What follows belongs to an exercise in optimizing a design on an open flow for a short achievable clock period and few clock cycles; a production flow would make more cautious choices.
The RTL was checked by simulation tests, not by an equivalence proof against the original design.
Power figures rest on the tool's default switching activity, not on a simulated workload.

==> flow/design.v (outline; a module is shown in full before it is edited, if it fits) <==
// module lcp_engine: 1232 lines
// module lcp_pe128: 39 lines
// module lcp_first128: 13 lines
// module lcp_cnt3: 40 lines
// module lcp_popc32: 30 lines
// module lcp_csa6: 7 lines
// module lcp_csa8: 7 lines
// module lcp_sum5: 11 lines
// module lcp_sum17: 27 lines
// module lcp_add8: 30 lines
// module lcp_sinc32: 14 lines
// module lcp_dec24: 12 lines
// module lcp_inc24: 12 lines
// module lcp_add8c: 22 lines
module lcp_engine #(
    parameter integer TICKS_PER_SECOND = 4,
    parameter integer TXQ_DEPTH        = 4,
    parameter integer RPTQ_DEPTH       = 8,
    parameter [0:0]   RST_ROLE         = 1'b0,
    parameter [23:0]  RST_LINKTO       = 24'd8,
    parameter [23:0]  RST_POLLTO       = 24'd200,
    parameter [23:0]  RST_RESPTO       = 24'd16,
    parameter [7:0]   RST_RETRY        = 8'd2,
    parameter [15:0]  RST_GAPADJ       = 16'd0
) (
    input  wire         clk,
    input  wire         rst,           
    input  wire         ev_valid,
    input  wire [31:0]  ev_data,
    output wire         ev_ready,
    input  wire [7:0]   rd_addr,
    output reg  [31:0]  rd_data,
    output wire         tx_valid,      
    output wire         tx_ready,      
    output wire [5:0]   tx_len,        
    output wire [143:0] tx_data,       
    output wire         rpt_valid,     
    output wire [31:0]  rpt_data,      
    output wire         irq
);
  // ...
==> flow/run.sh <==
#!/bin/bash
# synth_recipe.tcl (not shown) runs the flow's synth.tcl, then flattens the netlist and writes it again
# the make line also repeats each setting of config.mk as NAME=value (left out here)
make -C /OpenROAD-flow-scripts/flow DESIGN_CONFIG=/design/flow/config.mk WORK_HOME=/design/flow/orfs CLKGATE_MAP_FILE= SYNTH_SCRIPT=/design/flow/synth_recipe.tcl finish
==> flow/config.mk <==
export PLATFORM = sky130hd
export DESIGN_NAME = lcp_engine
export DESIGN_NICKNAME = lcp_engine
export VERILOG_FILES = /design/flow/design.v
export SDC_FILE = /design/flow/constraint.sdc
export NUM_CORES = 8
export LEC_CHECK = 0
export ABC_CLOCK_PERIOD_IN_PS = 1000
export CAP_MARGIN = 40
export CORE_MARGIN = 2
export CORE_UTILIZATION = 45
export PLACE_DENSITY = 0.7
export SETUP_SLACK_MARGIN = 4.5
export SLEW_MARGIN = 20
==> flow/constraint.sdc <==
create_clock -name core_clock -period 10.0 [get_ports {clk}]
set_input_delay 2.0000 -clock core_clock [delete_from_list [all_inputs] [get_ports {clk}]]
set_output_delay 2.0000 -clock core_clock [all_outputs]
set_load 0.01 [all_outputs]
==> notes.md, run 1 <==
status aborted with a tool error; Fail Step 5_1_grt; first error in the log [ERROR GRT-0116] Global routing finished with congestion. Check the congestion regions in the DRC Viewer.; largest net degree at the start of global routing approximately 220; GPL Wtd Cong 1.388; GRT met2 Usage 1.004; Seq/Total Area, Yosys 0.3068; synthesized area roughly 0.18 sq mm; Synth Area in XOR/XNOR 0.04901; buffers inserted by post-CTS timing repair ~710; met3 Use GR 0.7942; Primary FF master, synth dfxtp_1; hold buffer count at cts 0; # H-tree levels 5; post-DP HPWL 1197000 microns; CTS Buffer Depth 4; GRT Total Usage 0.8917; number of flops mapped to enable cells by yosys 808; Seq cells post-synth ~2300; number of global-route vias before repair 256100; mux cell area share after synthesis 0.08275; # clock sinks 2306; gr ovfl total 8043; Clock Tree Root clkbuf_16; GR Util met1 0.8926; FP Rows between 200 and 250; Placement Cell Area between 0.15 and 0.2 sq mm; area leader, netlist dfxtp_1; initial core utilization 0.4512; synthesized instance count roughly 22000; commonest cells in the netlist nand2_1 (2533), a21oi_1 (1819), nor2_1 (1708); first-pass GRT wire length 2518000 microns
Testbench counts, summed over its fixed seeds: cycles 13,164.
==> run 2: changes to the inputs <==
--- a/flow/config.mk
+++ b/flow/config.mk
@@ -8,7 +8,7 @@
 export ABC_CLOCK_PERIOD_IN_PS = 1000
 export CAP_MARGIN = 40
 export CORE_MARGIN = 2
-export CORE_UTILIZATION = 45
-export PLACE_DENSITY = 0.7
+export CORE_UTILIZATION = 25
+export PLACE_DENSITY = 0.45
 export SETUP_SLACK_MARGIN = 4.5
 export SLEW_MARGIN = 20
==> run 2 against run 1 <==
The run again fails in 5_1_grt. Synthesized cell count unchanged. Area after synthesis unchanged.
==> notes.md, run 2 <==
Die Y 845.0 microns; GRT Total Usage 0.5545; number of flops mapped to enable cells by yosys 808 (unchanged); mux cell area share after synthesis 0.08275 (unchanged); top cell type's share of synthesized area 0.1696; largest net degree at the start of global routing roughly 160; initial core utilization 0.2512 (-0.2000); simple-gate share of the synthesized area 0.1684; CTS Buffer Depth 4 (unchanged); Ports around 260; post-DP HPWL 1531000 microns (+28%); total CTS buffers 300; asr flop ratio synth 0; FP Rows 308 (+34%); synth warn 3; largest family of logic cells by synthesized area compound AO/OA/AOI/OAI gates; # clock sinks 2306 (unchanged); synthesized area 0.1768 sq mm (unchanged); first error in the log [ERROR GRT-0232] Routing congestion too high. Check the congestion heatmap in the GUI.; die extent in x approximately 850 microns; GPL Wtd Cong 1.263 (-9.0%); commonest cells in the netlist nand2_1 (2533), a21oi_1 (1819), nor2_1 (1708); synth top area cells dfxtp_1 (17%), edfxtp_1 (14%), nand2_1 (5.4%), a21oi_1 (5.1%), ha_1 (4.9%); Primary FF master, synth dfxtp_1; Fail Step 5_1_grt; Seq/Total Area, Yosys 0.3068 (unchanged); adder-cell share of the synthesized area 0.07252; IO buf count approximately 250; gr ovfl total 1; status aborted with a tool error; Synth Area in XOR/XNOR 0.04901 (unchanged); Clock Tree Root clkbuf_16; area leader, netlist dfxtp_1; Compound-Gate Fraction of Synth Area 0.2591; count of cell types in the netlist between 100 and 150; synthesized instance count 21650 (unchanged); count leader, synth nand2_1; Placement Cell Area 0.2080 sq mm (+5.3%); # H-tree levels 5 (unchanged); Syn Area/Cell approximately 8 sq um; Seq cells post-synth 2306 (unchanged)
-- run 2: timing repair --
action,CTS
cloned,89
hold buffers,0
setup buffers,849
pin swaps,743
resized for setup,3603
hold endpoints to repair,0
setup endpoints to repair,1544
-- run 2: power by group through the flow --
stage	registers [mW]	logic, mW	clock network (mW)
after CTS	9.66	1.31	11.8
after global placement	9.90	1.13	0
after floorplan	9.89	0.498	0
after detailed placement	9.90	1.15	0
-- run 2: per-layer routing --
layer | GRT overflow | track usage
met1 | 0 | 0.5889
met2 | 1 | 0.6993
met3 | 0 | 0.3873
met4 | 0 | 0.5075
met5 | 0 | 0.1824
-- run 2: cell families after synthesis --
logic type,Yosys count
multiplexers,1095
adder cells (fa/ha/maj),909
AND/OR/NAND/NOR,6567
other,1
buffers and inverters,2810
XOR/XNOR,985
flip-flops,2306
AO/OA/AOI/OAI,6977
-- run 2: through the flow --
| step | setup slack, ns | cells |
|---|---|---|
| CTS | 3.530 | 33420 |
| detailed placement | 0.9386 | 31940 |
| global placement | 0.4859 | 31600 |
| floorplan | 2.152 | 21660 |
-- run 2: how the worst max path moves through the flow --
stage / slack [ns] / end / from
2_1_floorplan: 2.15 / txq_dat[2][100] / rst
3_3_place_gp: 0.49 / tq_pd[16] / flip-flop
3_5_place_dp: 0.94 / flip-flop / ev_data[0]
4_1_cts: 3.53 / rd_data[23] / fail_pend[1]
==> run 3: changes to the inputs <==
==> flow/flow/run.sh (new file) <==
#!/bin/bash
# Layout flow: the standard flow (standard synthesis included, unchanged),
# allowing more rounds of the post-route antenna repair than ORFS's default 5,
# so that the routed layout ends with no antenna violations, on all 16 CPUs.
# Each stage's full output goes to a log file of its own in the work folder.
set -euo pipefail
cd "$(dirname "$0")/.."
bash standard.sh NUM_CORES=16 synth > flow_synth.log 2>&1
bash standard.sh NUM_CORES=16 floorplan > flow_floorplan.log 2>&1
bash standard.sh NUM_CORES=16 place > flow_place.log 2>&1
bash standard.sh NUM_CORES=16 cts > flow_cts.log 2>&1
bash standard.sh NUM_CORES=16 MAX_REPAIR_ANTENNAS_ITER_DRT=12 route > flow_route.log 2>&1
bash standard.sh NUM_CORES=16 MAX_REPAIR_ANTENNAS_ITER_DRT=12 finish > flow_finish.log 2>&1
==> flow/standard.sh (new file) <==
#!/bin/bash
# synth_recipe.tcl (not shown) runs the flow's synth.tcl, then flattens the netlist and writes it again
# the make line also repeats each setting of config.mk as NAME=value (left out here)
make -C /OpenROAD-flow-scripts/flow DESIGN_CONFIG=/design/flow/config.mk WORK_HOME=/design/flow/orfs CLKGATE_MAP_FILE= SYNTH_SCRIPT=/design/flow/synth_recipe.tcl "${@:-finish}"
--- a/flow/config.mk
+++ b/flow/config.mk
@@ -8,7 +8,7 @@
 export ABC_CLOCK_PERIOD_IN_PS = 1000
 export CAP_MARGIN = 40
 export CORE_MARGIN = 2
-export CORE_UTILIZATION = 25
-export PLACE_DENSITY = 0.45
-export SETUP_SLACK_MARGIN = 4.5
+export CORE_UTILIZATION = 22
+export PLACE_DENSITY = 0.4
+export SETUP_SLACK_MARGIN = 2.5
 export SLEW_MARGIN = 20
removed: flow/run.sh
==> run 3 against run 2 <==
The run now finishes clean. Area after synthesis unchanged. Synthesized cell count unchanged.
==> notes.md, run 3 <==
clock power share 0.527; Reg clk slew, reported paths about 0.06 ns; number of global-route vias before repair approximately 200k; hold path endpoint s_respto[16]; RSZ-0062 raised after global routing true; FP Rows 329 (+6.8%); antenna-violating nets left 0; Core ar. 0.8019 sq mm; Ports 262 (unchanged); initial DRC count approximately 42000; status finished clean; largest net degree at the start of global routing between 100 and 150; cell internal pwr ~17 mW; synthesized instance count 21650 (unchanged); final setup vio count 0; crit-path max FO 21; multi-input logic area 0.1152 sq mm; routed vias/inst between 6 and 7; minimum clock period slightly above 8 ns; CTS tree yes; FMAX 0.1242 GHz; most frequent CP cell buf_4; DRC viols 0; asr flop ratio synth 0 (unchanged); r2r setup slk 1.95 ns; Critical-path top delay cell xnor2_2; synth top area cells dfxtp_1 (17%), edfxtp_1 (14%), nand2_1 (5.4%), a21oi_1 (5.1%), ha_1 (4.9%); share of cells above drive strength 1 0.2062; worst path cell trace buf_6 -> xnor2_2 -> o21ai_0 -> a221oi_1 -> nand3_1 -> a211oi_4 -> o21ai_0 -> nor4_2 -> buf_6 -> nand4_1 -> buf_4 -> or4_4 -> a311oi_4 -> or2_2 -> nand2_2 -> a21o_1 -> buf_4 -> a2111oi_1 -> buf_2 -> buf_4 -> nor2_1; commonest non-fill, non-tap cell in the layout nand2_1; synthesized area 0.1768 sq mm (unchanged); first-pass GRT wire length between 2000000 and 3000000 microns; Filler cells 86920; Primary FF master, synth dfxtp_1; skew final 0.1256 ns; CTS Buffer Depth 4 (unchanged); Top delay family on crit path compound AO/OA/AOI/OAI gates; net switching power approximately 6.4 mW; Leak about 87 nW; Die Y 900.5 microns (+6.6%); worst path required time 10.93 ns; initial core utilization 0.2205 (-0.03064); max capacitance violation total 0; GRT Total Usage 0.4872; area grow syn2layout 28.75%; Setup crit end kind flip-flop; worst skew pair latency 1.14 ns; worst hold path depth 2; die area approximately 0.81 sq mm; area leader, netlist dfxtp_1; initial antenna violation count roughly 570; startpoint types flip-flop; # clock sinks 2306 (unchanged); drt total wl 2067000 microns; gr ovfl total 0; worst r2r path cells 21; final hold violation count 0; WS Path Type reg2reg; overall power between 20 and 25 mW; Switching Share 0.2751; Seq cells post-synth 2306 (unchanged); count leader, synth nand2_1; crit share post-route 0.8051; # H-tree levels 5 (unchanged); slew margin rel. 0.1979; Syn Area/Cell 8.168 sq um (unchanged); top cell type's share of synthesized area 0.1696 (unchanged); commonest cells in the netlist nand2_1 (2533), a21oi_1 (1819), nor2_1 (1708); final setup TNS 0 ns; VDD IR max ~130 uV; CP Data Arrival Time between 8 and 9 ns; register area approximately 0.055 sq mm; synth warn 3 (unchanged); first-pass detailed-route iteration total 10; number of flops mapped to enable cells by yosys 808 (unchanged); Clock Tree Root clkbuf_16; routed len/inst 59.18 microns; CP max stage delay 0.79 ns; worst slew pin tran around 1.2 ns; count of cell types in the netlist 128 (unchanged); Setup WS pre-CTS 0.4536 ns (-0.4850 ns); HP Start s_respto[16]; Post-layout nets roughly 24000; Min Hold Slack roughly 0.45 ns; total CTS buffers 314 (+4.7%); register share of total power 0.416; reg2reg end tq_pd[16]; Comb pwr share 0.057; IO buf count 249 (unchanged); DR vias between 200k and 250k; Max Slew Vio Count 0; final worst slack roughly 1.9 ns; HP Class reg2reg; Seq/Total Area, Yosys 0.3068 (unchanged); die extent in x 900.5 microns (+6.6%); most frequent cells in the layout nand2_1 (2505), buf_4 (2444), a21oi_1 (1791), nor2_1 (1629), o21ai_0 (1495); power density cells around 100 mW/mm^2; post-DP HPWL 1648000 microns (+7.6%); GPL Wtd Cong 1.199 (-5.1%); worst path bufs/invs 6
[run 3: worst reg2reg max path: cells and delay by family, from the launching register on]
kind / cells / cell delay (ns)
AND/OR/NAND/NOR: 7 / 1.92
XOR/XNOR: 1 / 0.81
buffers and inverters: 6 / 1.49
AO/OA/AOI/OAI: 7 / 3.24
flip-flops: 1 / 0.43
[run 3: power by group through the flow]
stage                     Combinational (mW)  Sequential [mW]  Clock (mW)
after detailed placement                1.22             9.89           0
after global routing                    1.30             9.68        12.7
after floorplan                        0.497             9.89           0
after global placement                  1.19             9.89           0
final                                   1.33             9.68        12.3
after CTS                               1.23             9.69        12.4
[run 3: worst max-delay path by stage]
stage / endpoint / startpoint / slack [ns] / cells past startpoint
after global placement: flip-flop / ev_data[0] / 0.46 / 29
final: tq_pd[16] / flip-flop / 1.95 / 21
after floorplan: txq_dat[2][100] / rst / 2.15 / 5
after global routing: tq_pd[16] / flip-flop / 2.32 / 23
after detailed placement: flip-flop / ev_data[0] / 0.45 / 29
after CTS: rd_data[17] / fail_pend[1] / 2.36 / 15
[run 3: cell families (layout without fill, tap and decap cells)]
logic type,after synthesis,count (layout),synth area share
XOR/XNOR,985,985,0.04901
other,1,802,0.00002121
adder cells (fa/ha/maj),909,909,0.07252
buffers and inverters,2810,4701,0.06134
AO/OA/AOI/OAI,6977,6977,0.2591
flip-flops,2306,2306,0.3068
AND/OR/NAND/NOR,6567,6567,0.1684
multiplexers,1095,1095,0.08275
[run 3: cell type report]
| cell class | instances | area share |
|---|---|---|
| antenna | 790 | 0.008683 |
| timing repair buffer | 3193 | 0.1245 |
| sequential | 2306 | 0.2397 |
| clock buffer | 429 | 0.03906 |
| clock inverter | 145 | 0.008106 |
| multi-input combinational | 16550 | 0.5062 |
| inverter | 934 | 0.01557 |
| tap | 10590 | 0.05821 |
[run 3: stage by stage]
stage,utilization,cell area [sq um],cells
4_1_cts,0.2782,223100,33990
2_1_floorplan,-,177000,21660
3_3_place_gp,0.2582,207100,33020
5_1_grt,0.2820,226200,34330
6_report,0.2839,227700,34930
3_5_place_dp,0.2634,211200,33390
[run 3: repair_timing]
| item | 4_1_cts | 5_1_grt |
|---|---|---|
| hold buffers | 0 | 0 |
| buffers inserted | 27 | 49 |
| endpoints found under the setup margin | 514 | 478 |
| gates cloned | 1 | 3 |
| pin swaps | 27 | 27 |
| gates resized for setup | 217 | 204 |
[run 3: routing by layer]
| layer | share of wire | track usage | vias to the layer above |
|---|---|---|---|
| li1 | - | - | 84430 |
| met1 | 0.37 | 0.5527 | 119900 |
| met2 | 0.38 | 0.6445 | 22390 |
| met3 | 0.13 | 0.2731 | 6810 |
| met4 | 0.11 | 0.4249 | 144 |
| met5 | 0.0018 | 0.04121 | - |

[port drivers added, routing unchanged]
The results above use ideal ports. As a check the final layout listed here was re-extracted and re-timed, cells and wires unchanged. Step 1, drivers: a clkbuf_16 drives clk and a buf_2 each remaining input, both assumed. Step 2 adds t to the input delays and takes it off the output delays; t is the mean of the earliest and latest rising clock arrival at the registers after step 1. Input paths then give back, and output paths get back, about the clock's delay inside the block. Slacks: ideal ports / drivers / drivers and shift; pairs: ideal ports / drivers.
run: run 3
t (ns): 1.252
setup slack, ns: 1.949 / 1.949 / 1.040
latest minus earliest clock arrival (ns): 0.126 / 0.126
worst register clock-pin slew, ns: 0.08 / 0.08
After both steps run 3 still meets setup and hold. The setup slack of run 3 moves by 0.000 ns with the drivers and by -0.909 ns with both steps.
